What follows belongs to an exercise in optimizing a design on an open flow for small area, a short achievable clock period and few clock cycles; a production flow would make more cautious choices.
Function not checked in this run: the RTL went through the layout flow alone.
Power figures rest on the tool's default switching activity, not on a simulated workload.

## config.mk

```make
export PLATFORM = sky130hd
export DESIGN_NAME = veeprom_ctrl
export DESIGN_NICKNAME = veeprom_ctrl
export VERILOG_FILES = /design/flow/design.v
export SDC_FILE = /design/flow/constraint.sdc
export NUM_CORES = 4
export LEC_CHECK = 0
export CAP_MARGIN = 20
export CORE_MARGIN = 2
export CORE_UTILIZATION = 40
export SLEW_MARGIN = 20
```

## constraint.sdc

```tcl
create_clock -name core_clock -period 10.0 [get_ports {clk}]
set_input_delay 2.0000 -clock core_clock [delete_from_list [all_inputs] [get_ports {clk}]]
set_output_delay 2.0000 -clock core_clock [all_outputs]
set_load 0.01 [all_outputs]
```

## design.v

```verilog
module veeprom_ctrl (
    input  wire         clk,
    input  wire         rst,
    input  wire         cmd_valid,
    input  wire [7:0]   cmd,
    input  wire [15:0]  addr,
    input  wire [15:0]  len,
    input  wire [423:0] wdata,
    output reg          busy,
    output reg          done,
    output reg  [3:0]   status,
    output reg  [423:0] rdata,
    output reg  [1:0]   active_page,
    output reg          fl_req,
    output reg  [2:0]   fl_op,
    output reg  [15:0]  fl_addr,
    output reg  [15:0]  fl_wdata,
    input  wire         fl_ack,
    input  wire [31:0]  fl_rdata,
    input  wire [1:0]   fl_status
);
    localparam integer P          = 54;
    localparam [15:0]  PAGE1_ADDR = 16'h0000;
    localparam [15:0]  PAGE2_ADDR = 16'h0040;
    localparam [7:0] CMD_INIT  = 8'h01;
    localparam [7:0] CMD_READ  = 8'h02;
    localparam [7:0] CMD_WRITE = 8'h03;
    localparam [7:0] CMD_MERASE = 8'h04;
    localparam [3:0] ST_OK      = 4'd0;
    localparam [3:0] ST_OOR     = 4'd1;
    localparam [3:0] ST_HWERR   = 4'd2;
    localparam [3:0] ST_STV     = 4'd3;
    localparam [3:0] ST_CSUM    = 4'd4;
    localparam [3:0] ST_TIMEOUT = 4'd6;
    localparam [3:0] ST_ILLEGAL = 4'd7;
    localparam [2:0] PS_ERASED  = 3'd0;
    localparam [2:0] PS_WRITE   = 3'd1;
    localparam [2:0] PS_VALID   = 3'd2;
    localparam [2:0] PS_COPY    = 3'd3;
    localparam [2:0] PS_INVALID = 3'd4;
    localparam [2:0] PS_CORRUPT = 3'd7;
    localparam [1:0] PG_NONE = 2'd0;
    localparam [1:0] PG_1    = 2'd1;
    localparam [1:0] PG_2    = 2'd2;
    localparam [2:0] OP_RD8    = 3'd0;
    localparam [2:0] OP_RD16   = 3'd1;
    localparam [2:0] OP_RD32   = 3'd2;
    localparam [2:0] OP_PROG   = 3'd3;
    localparam [2:0] OP_ERASE  = 3'd4;
    localparam [2:0] OP_UNLOCK = 3'd5;
    localparam [2:0] OP_LOCK   = 3'd6;
    localparam [1:0] FS_OK      = 2'd0;
    localparam [1:0] FS_FAIL    = 2'd1;
    localparam [1:0] FS_TIMEOUT = 2'd2;
    localparam [5:0]
        S_IDLE      = 6'd0,
        S_DISPATCH  = 6'd1,
        S_FL_WAIT   = 6'd2,
        S_FINISH    = 6'd3,
        S_INIT_1    = 6'd4,
        S_INIT_2    = 6'd5,
        S_INIT_SEL  = 6'd6,
        S_INIT_FRESH= 6'd7,
        S_INIT_CHK  = 6'd8,
        S_INIT_CMP  = 6'd9,
        S_RD_LOOP   = 6'd10,
        S_RD_STORE  = 6'd11,
        S_W1        = 6'd12,
        S_W1_R      = 6'd13,
        S_W2        = 6'd14,
        S_W2_R      = 6'd15,
        S_W3        = 6'd16,
        S_W4        = 6'd17,
        S_W5        = 6'd18,
        S_W5_A      = 6'd19,
        S_W5_A_R    = 6'd20,
        S_W5_B      = 6'd21,
        S_W5_B_R    = 6'd22,
        S_W5_C      = 6'd23,
        S_W5_D      = 6'd24,
        S_W5_E      = 6'd25,
        S_W5_NEXT   = 6'd26,
        S_W6        = 6'd27,
        S_W6_P      = 6'd28,
        S_W6_R      = 6'd29,
        S_W7        = 6'd30,
        S_W8        = 6'd31,
        S_W9        = 6'd32,
        S_ABORT     = 6'd33,
        S_ME_1      = 6'd34,
        S_ME_2      = 6'd35,
        S_ME_3      = 6'd36,
        S_ADV_RD    = 6'd37,
        S_ADV_ACC   = 6'd38,
        S_SS_RD     = 6'd39,
        S_SS_CHK    = 6'd40,
        S_SS_PR     = 6'd41,
        S_SS_NEXT   = 6'd42,
        S_CS_RD     = 6'd43,
        S_CS_ACC    = 6'd44;
    function [15:0] page_base;
        input [1:0] pg;
        begin
            page_base = (pg == PG_2) ? PAGE2_ADDR : PAGE1_ADDR;
        end
    endfunction
    function [2:0] decode_state;
        input [63:0] raw;
        begin
            case (raw)
                64'hFFFF_FFFF_FFFF_FFFF: decode_state = PS_ERASED;
                64'h0000_FFFF_FFFF_FFFF: decode_state = PS_WRITE;
                64'h0000_0000_FFFF_FFFF: decode_state = PS_VALID;
                64'h0000_0000_0000_FFFF: decode_state = PS_COPY;
                64'h0000_0000_0000_0000: decode_state = PS_INVALID;
                default:                 decode_state = PS_CORRUPT;
            endcase
        end
    endfunction
    function [3:0] fail_status;
        input [1:0] fs;
        begin
            fail_status = (fs == FS_TIMEOUT) ? ST_TIMEOUT : ST_HWERR;
        end
    endfunction
    reg [5:0]   state;
    reg [5:0]   fl_ret;       
    reg [5:0]   sub_ret;      
    reg [7:0]   cmd_r;
    reg [15:0]  addr_r;
    reg [15:0]  len_r;
    reg [423:0] wdata_r;
    reg [1:0]   inactive_page;
    reg [1:0]   page_a;       
    reg [1:0]   page_b;       
    reg [31:0]  fl_data_r;    
    reg [1:0]   fl_stat_r;
    reg [15:0]  idx;          
    reg [5:0]   off;          
    reg [7:0]   b0, b1;       
    reg [3:0]   err;          
    reg [1:0]   r1;           
    reg [2:0]   s1;           
    reg [1:0]   chosen;
    reg [1:0]   sub_page;     
    reg [2:0]   ss_target;    
    reg [1:0]   k;            
    reg [3:0]   ss_err;       
    reg [63:0]  sreg;         
    reg [15:0]  acc;          
    reg [5:0]   cs_i;
    wire [16:0] addr_end = {1'b0, addr_r} + {1'b0, len_r};
    wire        in_range = (addr_end < P);
    wire [16:0] off0 = {11'd0, off};
    wire [16:0] off1 = {11'd0, off} + 17'd1;
    wire        sub0 = (off0 >= {1'b0, addr_r}) && (off0 < addr_end);
    wire        sub1 = (off1 >= {1'b0, addr_r}) && (off1 < addr_end);
    wire [15:0] widx0 = off0[15:0] - addr_r;
    wire [15:0] widx1 = off1[15:0] - addr_r;
    wire [7:0]  wbyte0 = wdata_r[widx0[5:0]*8 +: 8];
    wire [7:0]  wbyte1 = wdata_r[widx1[5:0]*8 +: 8];
    wire [15:0] field_addr = page_base(sub_page) + P + 2 + {13'd0, k, 1'b0};
    task fl_call;
        input [2:0]  op;
        input [15:0] a;
        input [15:0] wd;
        input [5:0]  ret;
        begin
            fl_req   <= 1'b1;
            fl_op    <= op;
            fl_addr  <= a;
            fl_wdata <= wd;
            fl_ret   <= ret;
            state    <= S_FL_WAIT;
        end
    endtask
    task finish;
        input [3:0] st;
        begin
            status <= st;
            state  <= S_FINISH;
        end
    endtask
    always @(posedge clk) begin
        if (rst) begin
            state         <= S_IDLE;
            busy          <= 1'b0;
            done          <= 1'b0;
            status        <= ST_OK;
            active_page   <= PG_NONE;
            inactive_page <= PG_NONE;
            fl_req        <= 1'b0;
        end else begin
            done <= 1'b0;
            case (state)
            S_IDLE: begin
                if (cmd_valid) begin
                    cmd_r   <= cmd;
                    addr_r  <= addr;
                    len_r   <= len;
                    wdata_r <= wdata;
                    busy    <= 1'b1;
                    state   <= S_DISPATCH;
                end
            end
            S_DISPATCH: begin
                case (cmd_r)
                CMD_INIT: begin
                    sub_page <= PG_1;
                    k        <= 2'd0;
                    sub_ret  <= S_INIT_1;
                    state    <= S_ADV_RD;
                end
                CMD_READ: begin
                    if (active_page == PG_NONE || !in_range)
                        finish(ST_OOR);
                    else begin
                        idx   <= 16'd0;
                        state <= S_RD_LOOP;
                    end
                end
                CMD_WRITE: begin
                    if (active_page == PG_NONE || !in_range)
                        finish(ST_OOR);
                    else begin
                        page_a <= active_page;
                        page_b <= inactive_page;
                        state  <= S_W1;
                    end
                end
                CMD_MERASE: state <= S_ME_1;
                default:    finish(ST_ILLEGAL);
                endcase
            end
            S_FL_WAIT: begin
                if (fl_ack) begin
                    fl_req    <= 1'b0;
                    fl_data_r <= fl_rdata;
                    fl_stat_r <= fl_status;
                    state     <= fl_ret;
                end
            end
            S_FINISH: begin
                busy  <= 1'b0;
                done  <= 1'b1;
                state <= S_IDLE;
            end
            S_INIT_1: begin
                s1       <= decode_state(sreg);
                sub_page <= PG_2;
                k        <= 2'd0;
                sub_ret  <= S_INIT_SEL;
                state    <= S_ADV_RD;
            end
            S_INIT_SEL: begin
                if (s1 == PS_VALID)
                    chosen <= PG_1;
                else if (decode_state(sreg) == PS_VALID)
                    chosen <= PG_2;
                else if (s1 == PS_COPY)
                    chosen <= PG_1;
                else if (decode_state(sreg) == PS_COPY)
                    chosen <= PG_2;
                else
                    chosen <= PG_NONE;
                state <= S_INIT_2;
            end
            S_INIT_2: begin
                if (chosen == PG_NONE) begin
                    fl_call(OP_ERASE, PAGE1_ADDR, 16'd0, S_INIT_FRESH);
                end else begin
                    active_page   <= chosen;
                    inactive_page <= (chosen == PG_1) ? PG_2 : PG_1;
                    sub_page      <= chosen;
                    sub_ret       <= S_INIT_CHK;
                    acc           <= 16'd0;
                    cs_i          <= 6'd0;
                    state         <= S_CS_RD;
                end
            end
            S_INIT_FRESH: begin
                if (fl_stat_r != FS_OK)
                    finish(fail_status(fl_stat_r));
                else begin
                    active_page   <= PG_1;
                    inactive_page <= PG_2;
                    finish(ST_OK);
                end
            end
            S_INIT_CHK: begin
                fl_call(OP_RD16, page_base(chosen) + P, 16'd0, S_INIT_CMP);
            end
            S_INIT_CMP: begin
                finish((fl_data_r[15:0] == acc) ? ST_OK : ST_CSUM);
            end
            S_RD_LOOP: begin
                if (idx == len_r)
                    finish(ST_OK);
                else
                    fl_call(OP_RD8, page_base(active_page) + addr_r + idx, 16'd0, S_RD_STORE);
            end
            S_RD_STORE: begin
                rdata[idx[5:0]*8 +: 8] <= fl_data_r[7:0];
                idx   <= idx + 16'd1;
                state <= S_RD_LOOP;
            end
            S_W1: fl_call(OP_ERASE, page_base(page_b), 16'd0, S_W1_R);
            S_W1_R: begin
                if (fl_stat_r != FS_OK)
                    finish(fail_status(fl_stat_r));
                else
                    state <= S_W2;
            end
            S_W2: fl_call(OP_UNLOCK, 16'd0, 16'd0, S_W2_R);
            S_W2_R: begin
                if (fl_stat_r != FS_OK || fl_data_r[0] != 1'b0) begin
                    err   <= ST_HWERR;
                    state <= S_ABORT;
                end else
                    state <= S_W3;
            end
            S_W3: begin
                sub_page  <= page_a;
                ss_target <= PS_COPY;
                k         <= 2'd0;
                sub_ret   <= S_W4;
                state     <= S_SS_RD;
            end
            S_W4: begin
                if (ss_err != ST_OK) begin
                    err   <= ss_err;
                    state <= S_ABORT;
                end else begin
                    sub_page  <= page_b;
                    ss_target <= PS_WRITE;
                    k         <= 2'd0;
                    sub_ret   <= S_W5;
                    state     <= S_SS_RD;
                end
            end
            S_W5: begin
                if (ss_err != ST_OK) begin
                    err   <= ss_err;
                    state <= S_ABORT;
                end else begin
                    off   <= 6'd0;
                    state <= S_W5_A;
                end
            end
            S_W5_A: begin
                if (sub0) begin
                    b0    <= wbyte0;
                    state <= S_W5_B;
                end else
                    fl_call(OP_RD8, page_base(page_a) + {10'd0, off}, 16'd0, S_W5_A_R);
            end
            S_W5_A_R: begin
                b0    <= fl_data_r[7:0];
                state <= S_W5_B;
            end
            S_W5_B: begin
                if (sub1) begin
                    b1    <= wbyte1;
                    state <= S_W5_C;
                end else
                    fl_call(OP_RD8, page_base(page_a) + {10'd0, off} + 16'd1, 16'd0, S_W5_B_R);
            end
            S_W5_B_R: begin
                b1    <= fl_data_r[7:0];
                state <= S_W5_C;
            end
            S_W5_C: fl_call(OP_RD16, page_base(page_b) + {10'd0, off}, 16'd0, S_W5_D);
            S_W5_D: begin
                if (fl_data_r[15:0] != {b0, b1})
                    fl_call(OP_PROG, page_base(page_b) + {10'd0, off}, {b0, b1}, S_W5_E);
                else
                    state <= S_W5_NEXT;
            end
            S_W5_E: begin
                if (fl_stat_r != FS_OK) begin
                    err   <= fail_status(fl_stat_r);
                    state <= S_ABORT;
                end else
                    state <= S_W5_NEXT;
            end
            S_W5_NEXT: begin
                if (off == P - 2)
                    state <= S_W6;
                else begin
                    off   <= off + 6'd2;
                    state <= S_W5_A;
                end
            end
            S_W6: begin
                sub_page <= page_b;
                sub_ret  <= S_W6_P;
                acc      <= 16'd0;
                cs_i     <= 6'd0;
                state    <= S_CS_RD;
            end
            S_W6_P: fl_call(OP_PROG, page_base(page_b) + P, acc, S_W6_R);
            S_W6_R: begin
                if (fl_stat_r != FS_OK) begin
                    err   <= fail_status(fl_stat_r);
                    state <= S_ABORT;
                end else begin
                    sub_page  <= page_b;
                    ss_target <= PS_VALID;
                    k         <= 2'd0;
                    sub_ret   <= S_W7;
                    state     <= S_SS_RD;
                end
            end
            S_W7: begin
                if (ss_err != ST_OK) begin
                    err   <= ss_err;
                    state <= S_ABORT;
                end else begin
                    sub_page  <= page_a;
                    ss_target <= PS_INVALID;
                    k         <= 2'd0;
                    sub_ret   <= S_W8;
                    state     <= S_SS_RD;
                end
            end
            S_W8: begin
                if (ss_err != ST_OK) begin
                    err   <= ss_err;
                    state <= S_ABORT;
                end else begin
                    active_page   <= page_b;
                    inactive_page <= page_a;
                    err           <= ST_OK;
                    state         <= S_ABORT;
                end
            end
            S_ABORT: fl_call(OP_LOCK, 16'd0, 16'd0, S_W9);
            S_W9:    finish(err);
            S_ME_1: fl_call(OP_ERASE, PAGE1_ADDR, 16'd0, S_ME_2);
            S_ME_2: begin
                r1 <= fl_stat_r;
                fl_call(OP_ERASE, PAGE2_ADDR, 16'd0, S_ME_3);
            end
            S_ME_3: begin
                if (r1 == FS_TIMEOUT || (r1 == FS_OK && fl_stat_r == FS_TIMEOUT))
                    finish(ST_TIMEOUT);
                else if (r1 == FS_FAIL || fl_stat_r == FS_FAIL)
                    finish(ST_HWERR);
                else
                    finish(ST_OK);
            end
            S_ADV_RD: fl_call(OP_RD16, field_addr, 16'd0, S_ADV_ACC);
            S_ADV_ACC: begin
                sreg <= {sreg[47:0], fl_data_r[15:0]};
                if (k == 2'd3)
                    state <= sub_ret;
                else begin
                    k     <= k + 2'd1;
                    state <= S_ADV_RD;
                end
            end
            S_SS_RD: fl_call(OP_RD16, field_addr, 16'd0, S_SS_CHK);
            S_SS_CHK: begin
                if ({1'b0, k} >= ss_target) begin
                    if (fl_data_r[15:0] != 16'hFFFF) begin
                        ss_err <= ST_STV;
                        state  <= sub_ret;
                    end else
                        state <= S_SS_NEXT;
                end else if (fl_data_r[15:0] != 16'h0000)
                    fl_call(OP_PROG, field_addr, 16'h0000, S_SS_PR);
                else
                    state <= S_SS_NEXT;
            end
            S_SS_PR: begin
                if (fl_stat_r != FS_OK) begin
                    ss_err <= fail_status(fl_stat_r);
                    state  <= sub_ret;
                end else
                    state <= S_SS_NEXT;
            end
            S_SS_NEXT: begin
                if (k == 2'd3) begin
                    ss_err <= ST_OK;
                    state  <= sub_ret;
                end else begin
                    k     <= k + 2'd1;
                    state <= S_SS_RD;
                end
            end
            S_CS_RD: fl_call(OP_RD8, page_base(sub_page) + {10'd0, cs_i}, 16'd0, S_CS_ACC);
            S_CS_ACC: begin
                acc <= acc + {8'd0, fl_data_r[7:0]};
                if (cs_i == P - 1)
                    state <= sub_ret;
                else begin
                    cs_i  <= cs_i + 6'd1;
                    state <= S_CS_RD;
                end
            end
            default: state <= S_IDLE;
            endcase
        end
    end
endmodule
```

## run.sh

```bash
#!/bin/bash
# synth_recipe.tcl (not shown) runs the flow's synth.tcl, then flattens the netlist and writes it again
# the make line also repeats each setting of config.mk as NAME=value (left out here)
make -C /OpenROAD-flow-scripts/flow DESIGN_CONFIG=/design/flow/config.mk WORK_HOME=/design/flow/orfs CLKGATE_MAP_FILE= SYNTH_SCRIPT=/design/flow/synth_recipe.tcl finish
```

==> run notes <==
Min-Delay Path Class=reg -> reg; most frequent cells in the layout=sky130_fd_sc_hd__edfxtp_1, sky130_fd_sc_hd__clkdlybuf4s50_1, sky130_fd_sc_hd__mux2_2; Worst Skew=0.0269 ns; Critical Path Slowest Stage Cell=sky130_fd_sc_hd__fa_4; initial standard-cell utilization of the core=40.2%; number of I/O port buffers=952; reg2reg setup slack=4.85 ns; Hold Slack=0.431 ns; core box area=131000 um2; # H-tree levels=4; DRC violation total after the first TritonRoute iteration=3443; required time at the worst-slack endpoint=10.49 ns; DIE AREA=135000 um2; total iterations of the first detailed-routing run=6; Vias/cell=5.68; count of final hold-check violations=0; Worst EP arrival=5.64 ns; number of antenna violations at the first check in global routing=83; final number of max-transition violations=0; synthesized netlist net count=3895; Primary FF master, synth=sky130_fd_sc_hd__edfxtp_1; Resize count post-CTS=0; top-area cell type share of the netlist area=62.5%; layout cell share with drive strength beyond 1=22.0%; Post-Route Utilization=52.4%; count of cells along the worst register-to-register path=11; largest net degree at the start of global routing=173; setup fix buffers added after clock tree synthesis=0; weighted congestion at the end of routability-driven global placement=0.937; endpoint class of the critical path=flop; die outline height=367 um; Critical path destination=b0[6]$_DFFE_PP_; leading cell types by total area after synthesis=sky130_fd_sc_hd__edfxtp_1, sky130_fd_sc_hd__mux4_2, sky130_fd_sc_hd__mux2_2; clock latency of the later-clocked register in the worst-skew pair=0.77 ns; number of buffers inserted during clock tree synthesis=131; Total Power=0.0132 W; Worst R2R Start=addr_r[0]$_DFFE_PP_; Worst Setup SP=addr_r[0]$_DFFE_PP_; total of warnings raised by yosys=1; power per cell area=192 nW/um2; shortest clock period the worst path allows after layout=5.15 ns; Die Wd=367 um; sequential element share of the synthesized area=63.1%; number of nets still failing antenna checks after routing=0; hold buffer count at cts=0; layout net count=4875; maximum VDD drop=0.175 mV; total via count after detailed routing=35200; global-route usage over all layers=27.7%; wirelength, routed=190000 um; run status=finished clean; total leakage power=22.7 nW; cell mode on critical path=sky130_fd_sc_hd__buf_4; cell type with the highest aggregate area in the netlist=sky130_fd_sc_hd__edfxtp_1; timing-limited maximum frequency=194 MHz; clock-pin transition on the worst setup and hold timing paths=0.06 ns; critical register-to-register path endpoint=b0[6]$_DFFE_PP_; transition time of the tightest slew-check pin=1.19 ns; total congestion overflow after global routing=0; DRC=0; synth unique cells=85; number of synthesized register bits=1115; CTS root buf=sky130_fd_sc_hd__clkbuf_16; Max stage delay on crit path=1.18 ns; cells along the critical path=buf_4 -> inv_1 -> fa_4 -> buf_4 -> buf_4 -> mux4_2 -> mux4_2 -> nand2_1 -> nand3_1 -> o21ai_0 -> o21ai_1; commonest non-fill, non-tap cell in the layout=sky130_fd_sc_hd__edfxtp_1; Post-Place Worst Slack=4.52 ns; CP Max Fanout=43; Sum Neg Setup Slack=0 ns; proportion of synthesized flip-flops having asynchronous set or reset=0%; Routed WL per cell=30.7 um; RSZ-0062 raised after global routing=no; first-pass GRT wire length=263000 um; via count of the first global-routing pass=34800; CTS Sinks=1115; worst slew slack as a fraction of its limit=19.8%; max-capacitance violation count=0; Area growth, synth to finish=30.3%; final worst-path setup slack=4.85 ns; clock tree from TritonCTS=done; post-detailed-placement half-perimeter wirelength=142000 um; maximum buffer depth of the clock tree=3; number of cells produced by synthesis=3314; crit path kind=reg -> reg; standard-cell row count=133; post-synthesis instance area=52800 um2; launching element type of the critical path=flop; final worst path period share=51.5%; number of flops mapped to enable cells by yosys=1099; Boundary Pins=970; final setup fails=0; mean instance size in the synthesized netlist=15.9 um2
Yosys cell counts, drive strengths merged, types with 4 or more instances:
library cell / count
nor2b: 20
a31oi: 16
mux2: 422
fa: 5
a22oi: 6
nand2b: 27
a2111oi: 4
nor3b: 5
nand4: 42
and2: 19
or3: 13
edfxtp: 1099
or4: 13
xor2: 41
and3: 24
o22ai: 5
nand3: 47
mux2i: 26
o21ai: 105
dfxtp: 16
nor4: 48
nand2: 195
a21o: 17
a221oi: 8
inv: 53
and4: 5
nor2: 172
o21bai: 5
a32oi: 9
or2: 14
a22o: 17
xnor2: 55
buf: 36
nor4b: 4
a211oi: 18
nor3: 57
a21oi: 113
a221o: 6
mux4: 253
ha: 74
o32a: 5
clkbuf: 141
o211ai: 10
logic make-up (layout without fill, tap and decap cells):
logic type	count (synthesis)	in the layout	share of synthesized area, %
flops	1115	1115	63.1
simple gates	709	709	6.66
mux	701	701	20.3
compound gates	380	380	4.66
buf+inv	231	1307	1.70
xor+xnor	96	96	1.62
fa+ha+maj	81	81	1.98
other cells	1	51	0.00710
worst max-delay path: cells and delay by family (launching register included):
family | cells | cell delay, ns
buffers and inverters | 4 | 1.76
flip-flops | 1 | 0.32
AND/OR/NAND/NOR | 2 | 0.20
multiplexers | 2 | 0.95
adder cells (fa/ha/maj) | 1 | 1.18
AO/OA/AOI/OAI | 2 | 0.41
routing by layer:
| layer | vias up | wire [um] | track usage (%) | part of all wire, % |
|---|---|---|---|---|
| met5 | - | 338 | 0.285 | 0.18 |
| met4 | 54 | 8920 | 14.1 | 4.7 |
| met3 | 357 | 14300 | 7.56 | 7.5 |
| met2 | 1438 | 94500 | 45.7 | 50 |
| met1 | 18000 | 72300 | 33.3 | 38 |
| li1 | 15300 | - | - | - |
worst min-delay path by stage:
stage / end / depth (start not counted) / slack (ns) / from
after global placement: page_b[0]$_DFFE_PP_ / 0 / 0.41 / inactive_page[0]$_SDFFE_PP0P_
after global routing: page_b[0]$_DFFE_PP_ / 0 / 0.43 / inactive_page[0]$_SDFFE_PP0P_
after detailed placement: page_b[1]$_DFFE_PP_ / 0 / 0.42 / inactive_page[1]$_SDFFE_PP0P_
final: page_b[0]$_DFFE_PP_ / 0 / 0.43 / inactive_page[0]$_SDFFE_PP0P_
after CTS: page_b[1]$_DFFE_PP_ / 0 / 0.43 / inactive_page[1]$_SDFFE_PP0P_
after floorplan: page_b[0]$_DFFE_PP_ / 0 / 0.41 / inactive_page[0]$_SDFFE_PP0P_
report_power, final:
group | leakage (nW) | total (W) | internal (W) | switching (W)
clock | 1.99 | 0.00460 | 0.00264 | 0.00196
sequential | 10.1 | 0.00581 | 0.00560 | 0.000218
combinational | 10.6 | 0.00277 | 0.00122 | 0.00154
flip-flops by register name, summed over array words and instances (netlist names), 5 cells and up:
register,count
addr_r,16
idx,16
wdata_r,424
fl_data_r,16
sub_ret,5
len_r,16
fl_addr,16
state,6
fl_wdata,16
b1,8
fl_ret,6
cmd_r,8
b0,8
rdata,424
off,5
cs_i,6
acc,16
sreg,64
metrics by stage:
step | cell area [um2] | instances
5_1_grt | 68800 | 6185
2_1_floorplan | 52800 | 3314
4_1_cts | 68700 | 6145
3_5_place_dp | 64600 | 5916
3_3_place_gp | 64600 | 5916
6_report | 68800 | 6195
area by class of cell:
class | instances | area [um2]
diodes | 50 | 125
clock buffers | 162 | 3540
clock inverters | 67 | 528
fillers | 11000 | 62500
inverters | 54 | 203
multi-input cells | 1968 | 18800
flip-flops and latches | 1115 | 33300
well taps | 1755 | 2200
repair buffers | 1024 | 10100

## static timing again, ports no longer ideal
No port has a modelled driver above. Below, the same layout with a new extraction and two added sets of constraints.
Step 1 sets driving cells, clkbuf_16 on the clock port and buf_2 on the other inputs (assumed; they add their load-dependent delay and slew).
Step 2 moves the port delays by t, midway between the first and last clock arrival at a register: inputs arrive t later, outputs are due t later. That takes back most of the time a late clock gives input paths.
a / b / c = no drivers / after step 1 / after step 2; a / b = the first two.
t, ns: 0.837
setup slack, ns: 4.851 / 4.851 / 4.499
hold slack, ns: 0.431 / 0.431 / 0.431
After both steps setup and hold are still met in this run. For this run, drivers alone change the setup slack by 0.000 ns; drivers and shift together by -0.352 ns.
